What follows belongs to an exercise in optimizing a design on an open flow for small area, a short achievable clock period and few clock cycles; a production flow would make more cautious choices.
Function was not checked in any run shown here: the RTL went through the layout flow alone.
Power figures rest on the tool's default switching activity, not on a simulated workload.

**config.mk**
```make
export PLATFORM = sky130hd
export DESIGN_NAME = corr_engine
export DESIGN_NICKNAME = corr_engine
export VERILOG_FILES = /design/flow/design.v
export SDC_FILE = /design/flow/constraint.sdc
export NUM_CORES = 4
export LEC_CHECK = 0
export CAP_MARGIN = 20
export CORE_MARGIN = 2
export CORE_UTILIZATION = 40
export SETUP_SLACK_MARGIN = 4.5
export SLEW_MARGIN = 20
```
**constraint.sdc**
```tcl
create_clock -name core_clock -period 7.5 [get_ports {clk}]
set_input_delay 1.5000 -clock core_clock [delete_from_list [all_inputs] [get_ports {clk}]]
set_output_delay 1.5000 -clock core_clock [all_outputs]
set_load 0.01 [all_outputs]
```
**design.v**
```verilog
module corr_engine #(
    parameter TIMEOUT_TICKS = 10,
    parameter SEQ_RESET     = 0
) (
    input  wire       clk,
    input  wire       rst,           
    input  wire       cmd_valid,
    output wire       cmd_ready,
    input  wire [1:0] cmd_op,        
    input  wire [7:0] cmd_seq,       
    output reg        ev_valid,
    input  wire       ev_ready,
    output reg  [3:0] ev_code,
    output reg  [7:0] ev_seq
);
    localparam NE = TIMEOUT_TICKS;   
    localparam [1:0] OP_SEND    = 2'd0;
    localparam [1:0] OP_RESOLVE = 2'd1;
    localparam [1:0] OP_TICK    = 2'd2;
    localparam [3:0] EV_SEND_ACCEPTED = 4'h1;
    localparam [3:0] EV_SEND_REJECTED = 4'h2;
    localparam [3:0] EV_RESPONSE      = 4'h3;
    localparam [3:0] EV_TIMEOUT       = 4'h4;
    localparam [3:0] EV_UNMATCHED     = 4'hA;
    localparam [7:0] REASON_SEQ_BUSY  = 8'h01;
    integer i;
    genvar gr, gc;
    reg  [254:0] pend_valid;         
    reg  [7:0]   seq_ctr;
    reg          q0_v, q1_v;
    reg  [1:0]   q0_op, q1_op;
    reg  [7:0]   q0_seq, q1_seq;
    reg          c_v;
    reg          c_send, c_res, c_tick;
    reg  [7:0]   c_seq;              
    reg  [15:0]  c_row, c_col;       
    reg          c_spec;             
    reg          last_rej;           
    reg          tk;                 
    reg          t_ok;               
    reg          t_lastrow;          
    reg          b_v;
    reg  [3:0]   b_code;
    reg  [7:0]   b_seq;
    reg  [7:0]   ctr_nx;             
    reg  [15:0]  m_reg;
    reg  [3:0]   m_row;
    reg  [7:0]   ep_start [0:NE-1];
    reg  [NE-1:0] ep_used;
    reg  [NE-1:0] ep_wrap;
    wire [255:0] vext = {1'b0, pend_valid};
    wire [15:0]  rowdata;
    generate
        for (gc = 0; gc < 16; gc = gc + 1) begin : g_rd
            wire [15:0] colbits;
            for (gr = 0; gr < 16; gr = gr + 1) begin : g_rb
                assign colbits[gr] = vext[16*gr + gc];
            end
            assign rowdata[gc] = |(colbits & c_row);
        end
    endgenerate
    wire hit_raw = |(rowdata & c_col);
    wire         xc_empty = !ep_used[0] || ep_wrap[1];
    wire [7:0]   xc_lo    = ep_wrap[0] ? seq_ctr : ep_start[0];
    wire [7:0]   xc_hi    = ep_start[1];
    wire [7:0]   xc_hm    = xc_hi - 8'd1;
    wire         xc_wrap  = (xc_lo >= xc_hi);
    wire         xc_hnz   = (xc_hi != 8'd0);
    reg          x_stale;
    reg          x_empty, x_wrap, x_hnz, x_jump;
    reg  [7:0]   x_lo, x_hm;
    reg  [3:0]   x_first, x_last;
    always @(posedge clk) begin
        x_empty <= xc_empty;
        x_wrap  <= xc_wrap;
        x_hnz   <= xc_hnz;
        x_lo    <= xc_lo;
        x_hm    <= xc_hm;
        x_first <= (xc_wrap && xc_hnz) ? 4'd0 : xc_lo[7:4];
        x_last  <= xc_wrap ? 4'd15 : xc_hm[7:4];
        x_jump  <= xc_wrap && (xc_hm[7:4] < xc_lo[7:4]);
    end
    wire [3:0]   r       = c_seq[7:4];
    wire [3:0]   r_next  = (x_jump && r == x_hm[7:4]) ? x_lo[7:4] : r + 4'd1;
    wire [15:0]  rmask;
    generate
        for (gc = 0; gc < 16; gc = gc + 1) begin : g_mask
            wire ge_lo = (r > x_lo[7:4]) || (r == x_lo[7:4] && gc >= x_lo[3:0]);
            wire le_hm = (r < x_hm[7:4]) || (r == x_hm[7:4] && gc <= x_hm[3:0]);
            assign rmask[gc] = x_wrap ? (ge_lo || (le_hm && x_hnz)) : (ge_lo && le_hm);
        end
    endgenerate
    reg          m_any;              
    reg  [3:0]   m_col;
    always @* begin
        m_col = 4'd0;
        for (i = 15; i >= 0; i = i - 1)
            if (m_reg[i]) m_col = i;
    end
    wire [15:0]  m_low    = 16'd1 << m_col;
    wire h_free    = !ev_valid || ev_ready;
    wire emit_to   = m_any && !b_v;
    wire exec_sr   = c_v && (c_send || c_res) && !m_any && !b_v;
    wire force_rej = c_spec && last_rej;
    wire hit       = hit_raw || (c_send && force_rej);
    wire send_try  = exec_sr && c_send && !force_rej;    
    wire send_ok   = send_try && !hit_raw;
    wire t_act     = c_v && c_tick && !x_stale;
    wire t_empty   = !tk && x_empty;
    wire t_rowok   = tk || t_ok;
    wire m_room    = !m_any;
    wire t_read    = t_act && !t_empty && t_rowok && m_room;
    wire t_reload  = t_act && !t_empty && !t_rowok;
    wire t_last    = t_read && t_lastrow;
    wire t_done    = (t_act && t_empty) || t_last;
    wire t_adv     = t_read && !t_last;
    wire c_done    = exec_sr || t_done;
    wire c_load    = !c_v || c_done;
    assign cmd_ready = !q1_v;
    wire   cmd_fire  = cmd_valid && !q1_v;
    wire       n_v   = q0_v;
    wire [1:0] n_op  = q0_op;
    wire [7:0] n_seq = q0_seq;
    wire       q_pop = c_load && q0_v;
    wire ep_may_change = t_done || (send_try && ep_used[0] &&
                         (ep_wrap[0] || ctr_nx == ep_start[0] || ctr_nx == ep_start[1]));
    wire [7:0] ctr_inc  = ctr_nx;
    wire [7:0] ctr_inc2 = (ctr_nx == 8'd254) ? 8'd0 : ctr_nx + 8'd1;
    wire       ctr_step = send_try;                           
    wire [7:0] ctr_spec = ctr_step ? ctr_inc : seq_ctr;
    reg  [7:0] a_next;
    always @* begin
        if (c_load)
            a_next = (n_op == OP_SEND) ? ctr_spec :
                     (n_op == OP_TICK) ? {x_first, 4'd0} : n_seq;
        else if (t_reload)
            a_next = {x_first, 4'd0};
        else if (t_adv)
            a_next = {r_next, 4'd0};
        else
            a_next = c_seq;
    end
    wire [3:0] eh_code = m_any ? EV_TIMEOUT : c_send ? EV_SEND_REJECTED : EV_RESPONSE;
    wire [3:0] em_code = m_any ? EV_TIMEOUT : c_send ? EV_SEND_ACCEPTED : EV_UNMATCHED;
    wire [7:0] eh_seq  = m_any ? {m_row, m_col} : c_send ? REASON_SEQ_BUSY : c_seq;
    wire [7:0] em_seq  = m_any ? {m_row, m_col} : c_seq;
    wire [3:0] e_code  = hit ? eh_code : em_code;
    wire [7:0] e_seq   = hit ? eh_seq  : em_seq;
    wire [3:0] hh_code = b_v ? b_code : eh_code;
    wire [3:0] hm_code = b_v ? b_code : em_code;
    wire [7:0] hh_seq  = b_v ? b_seq  : eh_seq;
    wire [7:0] hm_seq  = b_v ? b_seq  : em_seq;
    wire        wen  = (exec_sr && !(c_send && force_rej)) || t_read;
    wire        wval = c_send && !rst;
    wire [15:0] wrow = {16{rst}} | ({16{wen}} & c_row);
    wire [15:0] wcol = {16{rst}} | (t_read ? rmask : c_col);
    generate
        for (gr = 0; gr < 16; gr = gr + 1) begin : g_wr
            for (gc = 0; gc < 16; gc = gc + 1) begin : g_wc
                if (16*gr + gc < 255) begin : g_bit
                    always @(posedge clk)
                        if (wrow[gr] && wcol[gc])
                            pend_valid[16*gr + gc] <= wval;
                end
            end
        end
    endgenerate
    always @(posedge clk) begin
        c_seq <= a_next;
        for (i = 0; i < 16; i = i + 1) begin
            c_row[i] <= (a_next[7:4] == i);
            c_col[i] <= (a_next[3:0] == i);
        end
        if (c_load) begin
            c_send <= (n_op == OP_SEND);
            c_res  <= (n_op == OP_RESOLVE);
            c_tick <= (n_op == OP_TICK);
            c_spec <= ctr_step;
        end
        if (q_pop || !q0_v) begin
            q0_op  <= q1_v ? q1_op  : cmd_op;
            q0_seq <= q1_v ? q1_seq : cmd_seq;
        end
        if (q0_v && !q_pop && !q1_v) begin
            q1_op  <= cmd_op;
            q1_seq <= cmd_seq;
        end
        if (c_load) begin
            t_ok      <= !x_stale && !ep_may_change;
            t_lastrow <= (x_first == x_last);
        end else if (t_reload) begin
            t_ok      <= 1'b1;
            t_lastrow <= (x_first == x_last);
        end else if (t_adv) begin
            t_lastrow <= (r_next == x_last);
        end
        if (exec_sr && c_send)
            last_rej <= hit;
        if (!b_v) begin
            b_code <= e_code;
            b_seq  <= e_seq;
        end
        if (t_read)
            m_row <= r;
        x_stale <= t_done || (send_ok && ep_used[0] && (ep_wrap[0] || ctr_inc == ep_start[0] || ctr_inc == ep_start[1]));
        if (rst) begin
            q0_v     <= 1'b0;
            q1_v     <= 1'b0;
            c_v      <= 1'b0;
            tk       <= 1'b0;
            m_reg    <= 16'd0;
            m_any    <= 1'b0;
            seq_ctr  <= SEQ_RESET;
            ctr_nx   <= SEQ_RESET + 1;
            ev_valid <= 1'b0;
            b_v      <= 1'b0;
            ep_used  <= {NE{1'b0}};
            ep_wrap[NE-1]  <= 1'b0;
            ep_start[NE-1] <= SEQ_RESET;
        end else begin
            if (c_load)
                c_v <= n_v;
            if (q_pop) begin
                q0_v <= q1_v || cmd_fire;
                q1_v <= 1'b0;
            end else if (cmd_fire) begin
                q0_v <= 1'b1;
                q1_v <= q0_v;
            end
            if (t_reload || t_adv)
                tk <= 1'b1;
            else if (t_done)
                tk <= 1'b0;
            if (t_read) begin
                m_reg <= rowdata & rmask;
                m_any <= |(rowdata & rmask);
            end else if (emit_to) begin
                m_reg <= m_reg & ~m_low;
                m_any <= |(m_reg & ~m_low);
            end
            if (h_free) begin
                ev_valid <= b_v || emit_to || exec_sr;
                ev_code <= hit ? hh_code : hm_code;
                ev_seq  <= hit ? hh_seq  : hm_seq;
            end
            if (h_free)
                b_v <= 1'b0;
            else if (emit_to || exec_sr)
                b_v <= 1'b1;
            if (send_ok) begin
                seq_ctr <= ctr_inc;
                ctr_nx  <= ctr_inc2;
                ep_used[NE-1] <= 1'b1;
            end
            for (i = 0; i < NE; i = i + 1)
                if (send_try && ctr_nx == ep_start[i] && !hit_raw)
                    ep_wrap[i] <= 1'b1;
            if (t_done) begin
                for (i = 0; i < NE-1; i = i + 1) begin
                    ep_start[i] <= ep_start[i+1];
                    ep_used[i]  <= ep_used[i+1];
                    ep_wrap[i]  <= ep_wrap[i+1];
                end
                ep_start[NE-1] <= seq_ctr;
                ep_used[NE-1]  <= 1'b0;
                ep_wrap[NE-1]  <= 1'b0;
            end
        end
    end
endmodule
```
**run.sh**
```bash
#!/bin/bash
# synth_recipe.tcl (not shown) runs the flow's synth.tcl, then flattens the netlist and writes it again
# the make line also repeats each setting of config.mk as NAME=value (left out here)
make -C /OpenROAD-flow-scripts/flow DESIGN_CONFIG=/design/flow/config.mk WORK_HOME=/design/flow/orfs CLKGATE_MAP_FILE= SYNTH_SCRIPT=/design/flow/synth_recipe.tcl finish
```
==> qor.yml, run 1 <==
syn-num-nets: 1987
io_buffers: 27
worstSetupPathType: "reg -> reg"
timing.rr.start: "c_row[14]"
tightest_slew_ns: 1.32
coreArea_um2: 56300
area_growth_syn_to_layout_pct: 22.1
final_util_pct: 49.3
period_needed_ns: 3.39
r2r_setup_slack_ns: 4.11
vias: 16400
synth_flop_cell: "edfxtp_1"
final_nets: 2084
postCtsHoldBufs: 0
rr_endpoint: "ep_wrap[6]"
drt-vias-per-instance: 5.76
synthArstFlopShare_pct: 0
drcViolationCount: 0
period_share_pct: 45.2
critPathLaunchType: "flop"
ys_warn_count: 2
holdPathStages: 0
max_stage_delay_ns: 0.53
fillerInstances: 4887
cts_num_sinks: 518
ys_top_cells_by_count: "edfxtp_1, nor2_1, dfxtp_1"
overflow: 0
die_h_um: 242
p_comb_share_pct: 16.2
rr_worst_depth: 10
antenna_found_initial: 0
grt_pass1_wl_um: 97900
synth_area_leaders: "edfxtp_1, dfxtp_1, nor2_1, xnor2_1, a22o_1"
synth_edf_count: 391
pwr-share-seq_pct: 48.0
fin_cells: 2846
switching_share_pct: 26.8
critical_path_arrival_ns: 3.70
ios: 28
num_antenna_cells: 0
reg_top3: "pend_valid: 255 flops, ep_start: 80 flops"
power.density_nw_per_um2: 258
grt_setup_unrepaired: "true"
status: "complete, no violations"
p_total_w: 0.00716
final_layout_size_suffix_gt1_share_pct: 20.7
synthCells: 1950
grt_usage_pct: 21.8
switching_power_w: 0.00192
maxCapViolations: 0
min_from: "ep_start[2][7]"
path_cells: "buf_4, a22o_1, a221oi_2, and4_4, o22ai_1, or4_4, or3_4, buf_12, or2_4, o31ai_2"
finalHoldViolCount: 0
fmax_mhz: 295
ff_latch_area_um2: 14400
max-slew-margin-rel_pct: 11.9
largest_reg_flops: 255
crit_required_ns: 7.81
first_global_vias: 15900
grt_max_degree: 256
clock-root-buffer: "clkbuf_16"
setup-violations-final: 0
drtIter0Drc: 1762
cts_tree: "built"
clock_latency_ns: 0.64
path_max_fanout: 6
hold_end: "ep_start[1][7]"
die-width_um: 242
syn_avg_cell_area_um2: 11.7
rows: 87
crit_path_end_kind: "flop"
cp.depth: 10
p_leak_nw: 9.79
path_delay_family: "simple AND/OR/NAND/NOR gates"
final-max-slew-violation-count: 0
dieArea_um2: 58700
dp_cells: 2625
wl_per_cell_um: 23.1
ys_types: 71
slowest_stage: "or4_4"
start_util_pct: 40.4
yosysMostFrequentCell: "edfxtp_1"
netlist_area_um2: 22700
p_clk_share_pct: 35.8
largest_register: "pend_valid"
synth_seq_cells: 518
clk_pin_slew_worst_paths_ns: 0.06
cts_buffers: 53
setup_tns_ns: 0
ys_seq_area_share_pct: 62.9
yosysTopAreaCell: "edfxtp_1"
htreeDepth: 2
hpwl_um: 38600
hold_class: "reg -> reg"
drt_pass1_iterations: 6
detail-route-antenna-nets: 0
multi_input_area_um2: 8580
intPower_w: 0.00524
synth_top_area_share_pct: 51.7
ir_drop_mv: 0.186
clock_skew_ns: 0.0577
clockBufferDepth: 3
place.gp.congestion: 0.898
wirelength_um: 65700
critPathBufInv: 2
==> repair_timing <==
| item | in CTS | in global routing |
|---|---|---|
| gates cloned | 7 | 2 |
| pin swaps | 35 | 31 |
| setup endpoints to repair | 493 | 670 |
| setup buffers | 68 | 46 |
| resized for setup | 170 | 75 |
==> per-stage QoR <==
step           hold slack, ns  worst slack (ns)  cell area (um^2)
2_1_floorplan           0.380              2.92             22900
3_3_place_gp            0.439              3.19             23700
3_5_place_dp            0.445              3.34             23800
4_1_cts                 0.446              4.15             27000
5_1_grt                 0.447              4.08             27700
6_report                0.447              4.11             27700
==> cell usage in the layout, fill, tap and decap left out, types with 16 or more instances in the layout <==
master	synthesis	final
edfxtp_1	391	391
nor2_1	384	378
dfxtp_1	127	102
buf_4	0	93
xnor2_1	91	91
nand2_1	90	89
a22o_1	66	64
a21oi_1	86	64
clkbuf_16	0	56
inv_1	57	55
o21ai_0	54	48
a221oi_1	65	45
nand2b_1	35	34
buf_12	0	28
nand4_1	27	27
a221oi_2	3	22
mux2i_1	25	22
ha_1	23	22
mux2_2	26	19
dfxtp_4	0	19
a21oi_2	0	16
buf_6	10	16
==> worst max path at each step <==
| stage | startpoint | to | slack [ns] |
|---|---|---|---|
| floorplan | rst | pend_valid[0] | 2.92 |
| global placement | c_row[9] | ep_wrap[5] | 3.19 |
| detailed placement | c_row[0] | ep_wrap[5] | 3.34 |
| CTS | c_row[1] | ep_wrap[1] | 4.15 |
| global route | c_row[10] | ep_wrap[2] | 4.08 |
| finish | c_row[14] | ep_wrap[6] | 4.11 |
==> worst register-to-register path, delay by kind of cell (launching register included) <==
| kind | cells | cell delay [ns] |
|---|---|---|
| AO/OA/AOI/OAI | 4 | 0.74 |
| buffers and inverters | 2 | 0.37 |
| flip-flops | 1 | 0.41 |
| AND/OR/NAND/NOR | 4 | 1.60 |
==> layer usage <==
| metal | share of wire, % | GRT usage (%) |
|---|---|---|
| met5 | 0 | 0 |
| met4 | 4.0 | 8.57 |
| met3 | 7.8 | 3.64 |
| met2 | 47 | 35.0 |
| met1 | 41 | 29.5 |
==> logic make-up (layout without fill, tap and decap cells) <==
| group | Yosys count | in the layout | share of synthesized area [%] |
|---|---|---|---|
| AND/OR/NAND/NOR | 655 | 658 | 13.0 |
| flip-flops | 518 | 518 | 62.9 |
| AO/OA/AOI/OAI | 415 | 415 | 13.2 |
| buffers and inverters | 193 | 330 | 3.65 |
| XOR/XNOR | 95 | 95 | 3.66 |
| multiplexers | 51 | 51 | 2.39 |
| adder cells (fa/ha/maj) | 23 | 23 | 1.27 |
==> power by group through the flow <==
stage	clock network (W)	logic, W	registers, W
after floorplan	0	0.000576	0.00342
after global placement	0	0.000812	0.00350
after detailed placement	0	0.000820	0.00351
after CTS	0.00260	0.00104	0.00344
after global routing	0.00270	0.00123	0.00345
final	0.00257	0.00116	0.00344
==> cell type report <==
class	count	area share [%]
clock buffer	74	5.38
clock inverter	24	0.722
inverter	59	0.839
multi-input combinational	1242	30.9
sequential	518	51.8
tap	756	3.41
timing repair buffer	173	6.93
==> run 2: changes to the inputs <==
--- a/config.mk
+++ b/config.mk
@@ -9,4 +9,4 @@
 export CORE_MARGIN = 2
 export CORE_UTILIZATION = 40
-export SETUP_SLACK_MARGIN = 4.5
+export SETUP_SLACK_MARGIN = 4.3
 export SLEW_MARGIN = 20
==> run 2 against run 1 <==
Sequential power barely moved. Design area decreased by 1.6%. Power increased by 0.43%. Critical endpoint is now ep_wrap[1]. Critical path depth stayed put. Cell count decreased by 0.70%. Global-route usage fell by 0.15 points. Largest cell class unchanged. Highest routed layer unchanged. Utilization is 0.81 points lower. Sequential share of layout area grew 0.83 points. Combinational power shrank 8%. Via count is 1.3% lower.
==> qor.yml, run 2 <==
final_cell_mix: "edfxtp_1, nor2_1, dfxtp_1"
clock_skew_ns: 0.0243  # -0.0334 ns
cts_buffers: 54  # +1.9%
final-max-slew-violation-count: 0  # unchanged
fillerInstances: 4967  # +1.6%
dpl_cell_area_um2: 23700  # -0.25%
synth_flop_cell: "edfxtp_1"
dieArea_um2: 58700  # unchanged
finalHoldViolCount: 0  # unchanged
final_common_cell: "edfxtp_1"
final_layout_size_suffix_gt1_share_pct: 18.9  # -1.8 points
cp.depth: 10  # unchanged
p_total_w: 0.00719  # +0.43%
drcViolationCount: 0  # unchanged
grtUsageMet1_pct: 29.5  # +0.077 points
grt_usage_pct: 21.6  # -0.15 points
setup_tns_ns: 0  # unchanged
clk_pin_slew_worst_paths_ns: 0.06  # about the same
setup-violations-final: 0  # unchanged
crit_path_end_kind: "flop"
switching_power_w: 0.00189  # -1.7%
synthArstFlopShare_pct: 0  # unchanged
detail-route-antenna-nets: 0  # unchanged
antenna_found_initial: 0  # unchanged
ff_latch_area_um2: 14400  # about the same
p_leak_nw: 9.57  # -2.2%
slowest_stage: "or4_4"
p_comb_share_pct: 14.8  # -1.4 points
ys_warn_count: 2  # unchanged
ir_drop_mv: 0.185  # -0.70%
max_stage_delay_ns: 0.57  # +0.04 ns
wirelength_um: 65600  # -0.10%
maxCapViolations: 0  # unchanged
fmax_mhz: 298  # +1.1%
rr_worst_depth: 10  # unchanged
post-place-ws_ns: 3.27  # -0.0733 ns
tightest_slew_ns: 1.08  # -0.236 ns
die_h_um: 242  # unchanged
first_global_vias: 15800  # -0.50%
clock_latency_ns: 0.62  # -0.02 ns
period_needed_ns: 3.36  # -0.0362 ns
coreArea_um2: 56300  # unchanged
crit_required_ns: 7.80  # about the same
intPower_w: 0.00531  # +1.2%
multi_input_area_um2: 8410  # -2.0%
synth_top_area_share_pct: 51.7  # unchanged
area_growth_syn_to_layout_pct: 20.1
final_util_pct: 48.5  # -0.81 points
drt-vias-per-instance: 5.73  # -0.62%
drt_pass1_iterations: 5  # -1
overflow: 0  # unchanged
largest_register: "pend_valid"
num_antenna_cells: 0  # unchanged
max-slew-margin-rel_pct: 27.7  # +16 points
ys_top_cells_by_count: "edfxtp_1, nor2_1, dfxtp_1"
yosysTopAreaCell: "edfxtp_1"
drtIter0Drc: 1619  # -8.1%
power.density_nw_per_um2: 264  # +2.1%
status: "complete, no violations"
syn_avg_cell_area_um2: 11.7  # unchanged
htreeDepth: 2  # unchanged
yosysMostFrequentCell: "edfxtp_1"
clockBufferDepth: 3  # unchanged
cts_tree: "built"
critPathLaunchType: "flop"
grt_max_degree: 256  # unchanged
switching_share_pct: 26.2  # -0.58 points
reg_top3: "pend_valid: 255 flops, ep_start: 80 flops"
pwr-share-seq_pct: 47.9  # about the same
grt_use_met3_pct: 3.00  # -0.64 points
syn-num-nets: 1987  # unchanged
vias: 16200  # -1.3%
p_clk_share_pct: 37.3  # +1.5 points
critPathBufInv: 2  # unchanged
die-width_um: 242  # unchanged
ys_types: 71  # unchanged
place.gp.congestion: 0.881  # -1.8%
hold_class: "reg -> reg"
ys_seq_area_share_pct: 62.9  # unchanged
worstSetupPathType: "reg -> reg"
cts_num_sinks: 518  # unchanged
start_util_pct: 40.4  # unchanged
postCtsHoldBufs: 0  # unchanged
holdPathStages: 2  # +2
period_share_pct: 44.7  # -0.48 points
stdcell_area_um2: 27300  # -1.6%
hpwl_um: 38600  # -0.17%
clock-root-buffer: "clkbuf_16"
largest_reg_flops: 255  # unchanged
busiest_layer: "met2"
synth_area_leaders: "edfxtp_1, dfxtp_1, nor2_1, xnor2_1, a22o_1"
wl_per_cell_um: 23.2  # +0.60%
worst_slack_ns: 4.14  # +0.0362 ns
ios: 28  # unchanged
final_nets: 2062  # -1.1%
grt.met2_usage_pct: 35.2  # +0.17 points
grt_setup_unrepaired: "true"
netlist_area_um2: 22700  # unchanged
critical_path_arrival_ns: 3.66  # -0.04 ns
synth_edf_count: 391  # unchanged
path_delay_family: "simple AND/OR/NAND/NOR gates"
io_buffers: 27  # unchanged
rows: 87  # unchanged
path_max_fanout: 6  # unchanged
synth_seq_cells: 518  # unchanged
path_cells: "buf_6, a22o_1, a221oi_2, and4_4, o22ai_2, or4_4, or3_4, buf_12, or2_4, o31ai_4"
synthCells: 1950  # unchanged
grt_pass1_wl_um: 97000  # -0.99%
run 2: metrics by stage:
stage	hold WS [ns]	instances
floorplan	0.380	1950
global placement	0.439	2624
detailed placement	0.437	2624
CTS	0.450	2787
global route	0.463	2826
finish	0.448	2826
run 2: final cells by class:
class	count	share of cell area [%]
clock buffers	77	5.59
clock inverters	24	0.876
inverters	59	0.839
multi-input cells	1240	30.8
flip-flops and latches	518	52.6
well taps	756	3.47
repair buffers	152	5.79
run 2: worst min-delay path, delay by kind of cell, from the launching register on:
family           cells  cell delay, ns
flip-flops           1            0.31
AND/OR/NAND/NOR      1            0.05
AO/OA/AOI/OAI        1            0.05
run 2: power by group through the flow:
stage / Combinational, W / Sequential, W / Clock (W)
finish: 0.00107 / 0.00344 / 0.00268
global route: 0.00113 / 0.00346 / 0.00283
CTS: 0.000969 / 0.00344 / 0.00271
detailed placement: 0.000811 / 0.00351 / 0
global placement: 0.000803 / 0.00350 / 0
floorplan: 0.000567 / 0.00342 / 0
run 2: timing repair:
action	CTS	global route
setup endpoints to repair	414	488
pin swaps	40	20
gates resized for setup	142	53
hold endpoints to repair	0	0
cloned	2	2
setup buffers	60	37
run 2: logic make-up (layout without fill, tap and decap cells):
kind of cell             count (synthesis)  after routing  share of synthesized area, %
AO/OA/AOI/OAI                          415            415                          13.2
XOR/XNOR                                95             95                          3.66
adder cells (fa/ha/maj)                 23             23                          1.27
buffers and inverters                  193            312                          3.65
flip-flops                             518            518                          62.9
multiplexers                            51             51                          2.39
AND/OR/NAND/NOR                        655            656                          13.0
run 2: final timing paths:
kind	from	end	slack, ns
worst max-delay path	c_row[5]	ep_wrap[1]	4.14
worst min-delay path	ep_used[5]	ep_used[5]	0.45
worst max register to register	c_row[5]	ep_wrap[1]	4.14
worst min register to register	ep_used[5]	ep_used[5]	0.45
run 2: routing by layer:
layer  share of wire [%]  vias up
li1                    -     7324
met1                  42     8134
met2                  48      595
met3                 6.4      136
met4                 3.5        0
met5                   0        -
==> run 3: changes to the inputs <==
==> flow/run.sh (new file) <==
#!/bin/bash
# The standard layout (the standard.sh, all steps), except that the
# buffers buffer_ports puts on every input and output port are
# sky130_fd_sc_hd__buf_2 cells instead of the tool's default choice.
# The full output of the flow goes to standard.log in this folder; the
# per-step tool logs stay under orfs/logs as standard.sh writes them.
export BUFFER_PORTS_ARGS="-buffer_cell sky130_fd_sc_hd__buf_2"
bash standard.sh > standard.log 2>&1
==> standard.sh (new file) <==
#!/bin/bash
# synth_recipe.tcl (not shown) runs the flow's synth.tcl, then flattens the netlist and writes it again
# the make line also repeats each setting of config.mk as NAME=value (left out here)
make -C /OpenROAD-flow-scripts/flow DESIGN_CONFIG=/design/flow/config.mk WORK_HOME=/design/flow/orfs CLKGATE_MAP_FILE= SYNTH_SCRIPT=/design/flow/synth_recipe.tcl "${@:-finish}"
--- a/config.mk
+++ b/config.mk
@@ -9,4 +9,4 @@
 export CORE_MARGIN = 2
 export CORE_UTILIZATION = 40
-export SETUP_SLACK_MARGIN = 4.3
+export SETUP_SLACK_MARGIN = 4.5
 export SLEW_MARGIN = 20
removed: run.sh
==> run 3 against run 2 <==
Still clean. Area after synthesis did not move. Global-route usage is 0.35 points higher. Setup slack got worse by 0.041 ns. Synthesized cell count is the same. Die area unchanged. Sequential share of layout area down 1.0 points. Critical path depth unchanged. Sequential power is essentially flat.
==> qor.yml, run 3 <==
status: "complete, no violations"
worstSetupPathType: "reg -> reg"
cts_tree: "built"
vias: 16400  # +1.3%
ys_warn_count: 2  # unchanged
finalHoldViolCount: 0  # unchanged
critical_path_arrival_ns: 3.70  # +0.04 ns
rows: 87  # unchanged
dpl_cell_area_um2: 23700  # -0.29%
cpMostUsedCell: "buf_12"
power.density_nw_per_um2: 266  # +0.93%
path_cells: "buf_12, a22o_1, a221oi_2, and4_4, o22ai_2, or4_4, or3_4, buf_12, or2_4, o31ai_4"
yosysMostFrequentCell: "edfxtp_1"
postCtsHoldBufs: 0  # unchanged
setup_tns_ns: 0  # unchanged
slowest_stage: "or4_4"
final_nets: 2098  # +1.7%
stdcell_area_um2: 27800  # +2.0%
period_share_pct: 45.3  # +0.55 points
clock_latency_ns: 0.65  # +0.03 ns
post-place-ws_ns: 3.33  # +0.0601 ns
fmax_mhz: 294  # -1.2%
drt-vias-per-instance: 5.72  # about the same
wl_met1_um: 28000  # +0.57%
dr_wl_met3_um: 4600  # +9.0%
wirelength_um: 66100  # +0.73%
largest_reg_flops: 255  # unchanged
io_buffers: 27  # unchanged
ys_seq_area_share_pct: 62.9  # unchanged
netlist_area_um2: 22700  # unchanged
antenna_found_initial: 1  # +1
setup-violations-final: 0  # unchanged
synth_edf_count: 391  # unchanged
final_layout_size_suffix_gt1_share_pct: 23.2  # +4.4 points
grt_setup_unrepaired: "true"
ir_drop_mv: 0.213  # +15%
clk_pin_slew_worst_paths_ns: 0.06  # about the same
synth_area_leaders: "edfxtp_1, dfxtp_1, nor2_1, xnor2_1, a22o_1"
syn_avg_cell_area_um2: 11.7  # unchanged
overflow: 0  # unchanged
clock-root-buffer: "clkbuf_16"
final_common_cell: "edfxtp_1"
grt_pass1_wl_um: 98400  # +1.5%
ys_types: 71  # unchanged
period_needed_ns: 3.40  # +0.0413 ns
syn-num-nets: 1987  # unchanged
highest_layer: "met4"
wl_met2_um: 31000  # -0.53%
max-slew-margin-rel_pct: 27.6  # -0.082 points
critPathLaunchType: "flop"
place.gp.congestion: 0.931  # +5.6%
synth_seq_cells: 518  # unchanged
synth_top_area_share_pct: 51.7  # unchanged
maxCapViolations: 0  # unchanged
cts_buffers: 55  # +1.9%
synthArstFlopShare_pct: 0  # unchanged
first_global_vias: 16000  # +1.1%
die_h_um: 242  # unchanged
grt_usage_pct: 22.0  # +0.35 points
tightest_slew_ns: 1.08  # -0.000261 ns
ff_latch_area_um2: 14400  # about the same
drtIter0Drc: 1793  # +11%
synth_flop_cell: "edfxtp_1"
area_growth_syn_to_layout_pct: 22.5
final_cell_mix: "edfxtp_1, nor2_1, buf_4"
grt_max_degree: 118  # -54%
clock_skew_ns: 0.0674  # +0.0430 ns
final-max-slew-violation-count: 0  # unchanged
detail-route-antenna-nets: 0  # unchanged
hold_class: "reg -> reg"
reg_top3: "pend_valid: 255 flops, ep_start: 80 flops"
coreArea_um2: 56300  # unchanged
ios: 28  # unchanged
multi_input_area_um2: 8610  # +2.3%
crit_required_ns: 7.80  # about the same
drcViolationCount: 0  # unchanged
crit_path_end_kind: "flop"
cts_num_sinks: 518  # unchanged
ys_top_cells_by_count: "edfxtp_1, nor2_1, dfxtp_1"
max_stage_delay_ns: 0.46  # -0.11 ns
drt_pass1_iterations: 6  # +1
hpwl_um: 39100  # +1.3%
path_max_fanout: 10  # +4
start_util_pct: 40.4  # unchanged
htreeDepth: 2  # unchanged
p_leak_nw: 9.84  # +2.8%
largest_register: "pend_valid"
fillerInstances: 4949  # -0.36%
synthCells: 1950  # unchanged
die-width_um: 242  # unchanged
worst_slack_ns: 4.10  # -0.0413 ns
clockBufferDepth: 3  # unchanged
dieArea_um2: 58700  # unchanged
fin_hold_ws_ns: 0.450  # +0.00202 ns
wl_per_cell_um: 23.1  # -0.64%
yosysTopAreaCell: "edfxtp_1"
-- run 3: cell counts after synthesis --
Identical to the previous run, type by type.
-- run 3: final timing paths --
path	from	to	slack, ns	cells after the start
max	c_row[11]	ep_wrap[0]	4.10	10
min reg2reg	ep_used[5]	ep_used[5]	0.45	2
min	ep_used[5]	ep_used[5]	0.45	2
max reg2reg	c_row[11]	ep_wrap[0]	4.10	10
-- run 3: cell type report --
cell class	count	share of cell area [%]
diodes	1	0.00899
clock buffers	76	5.76
clock inverters	28	1.13
inverters	59	0.832
multi-input cells	1242	30.9
flip-flops and latches	518	51.6
well taps	756	3.40
repair buffers	185	6.37
-- run 3: worst max-delay path: cells and delay by family (launching register included) --
family                 cells  cell delay, ns
AND/OR/NAND/NOR            4            1.56
AO/OA/AOI/OAI              4            0.78
flip-flops                 1            0.39
buffers and inverters      2            0.33
-- run 3: per-layer routing --
layer | up-vias | track usage, %
li1 | 7413 | -
met1 | 8245 | 29.7
met2 | 606 | 35.2
met3 | 135 | 3.88
met4 | 0 | 8.75
met5 | - | 0
-- run 3: repair_timing --
item | in CTS | in global routing
pin swaps | 45 | 31
gates cloned | 7 | 2
resized for setup | 166 | 72
setup buffers | 95 | 27
setup endpoints to repair | 680 | 584
-- run 3: stage by stage --
stage / instances / util [%] / power [W]
4_1_cts: 2835 / 48.4 / 0.00734
6_report: 2865 / 49.5 / 0.00741
3_5_place_dp: 2629 / 42.1 / 0.00431
2_1_floorplan: 1950 / - / 0.00399
3_3_place_gp: 2629 / 42.0 / 0.00430
5_1_grt: 2865 / 49.5 / 0.00765
-- run 3: logic make-up (layout without fill, tap and decap cells) --
kind of cell,after synthesis,count (layout),synth area share (%)
and+or+nand+nor,655,658,13.0
DFF,518,518,62.9
AOI/OAI and AO/OA,415,415,13.2
buffers and inverters,193,348,3.65
xor gates and xnor gates,95,95,3.66
muxes,51,51,2.39
adders and majority gates,23,23,1.27
other,0,1,0
-- run 3: report_power, final --
group | internal [W] | switching (W) | total [W]
combinational | 0.000491 | 0.000656 | 0.00115
clock | 0.00165 | 0.00118 | 0.00282
sequential | 0.00330 | 0.000133 | 0.00344

what the ideal ports hide:
How much do the figures lean on ideal ports? The routed layouts below were timed once more, with nothing changed but the port constraints. Step 1, drivers: a clkbuf_16 drives clk and a buf_2 each remaining input, both assumed. Step 2 moves the port delays by t, midway between the first and last clock arrival at a register: inputs arrive t later, outputs are due t later. That takes back most of the time a late clock gives input paths. a / b / c = ideal ports / drivers / drivers and shift; a / b = the first two.
| run | t (ns) | slack for setup (ns) | worst setup path at the end | worst register clock-pin slew, ns | cell pins on the clock port's net |
|---|---|---|---|---|---|
| run 1 | 0.666 | 4.109 / 4.109 / 3.582 | input to register | 0.07 / 0.07 | 1 |
| run 2 | 0.667 | 4.145 / 4.145 / 3.670 | input to register | 0.07 / 0.07 | 1 |
| run 3 | 0.678 | 4.104 / 4.104 / 3.872 | input to register | 0.07 / 0.07 | 1 |
After both steps setup and hold are still met in every run listed. For run 1, which loses most, drivers alone change the setup slack by 0.000 ns; drivers and shift together by -0.527 ns.
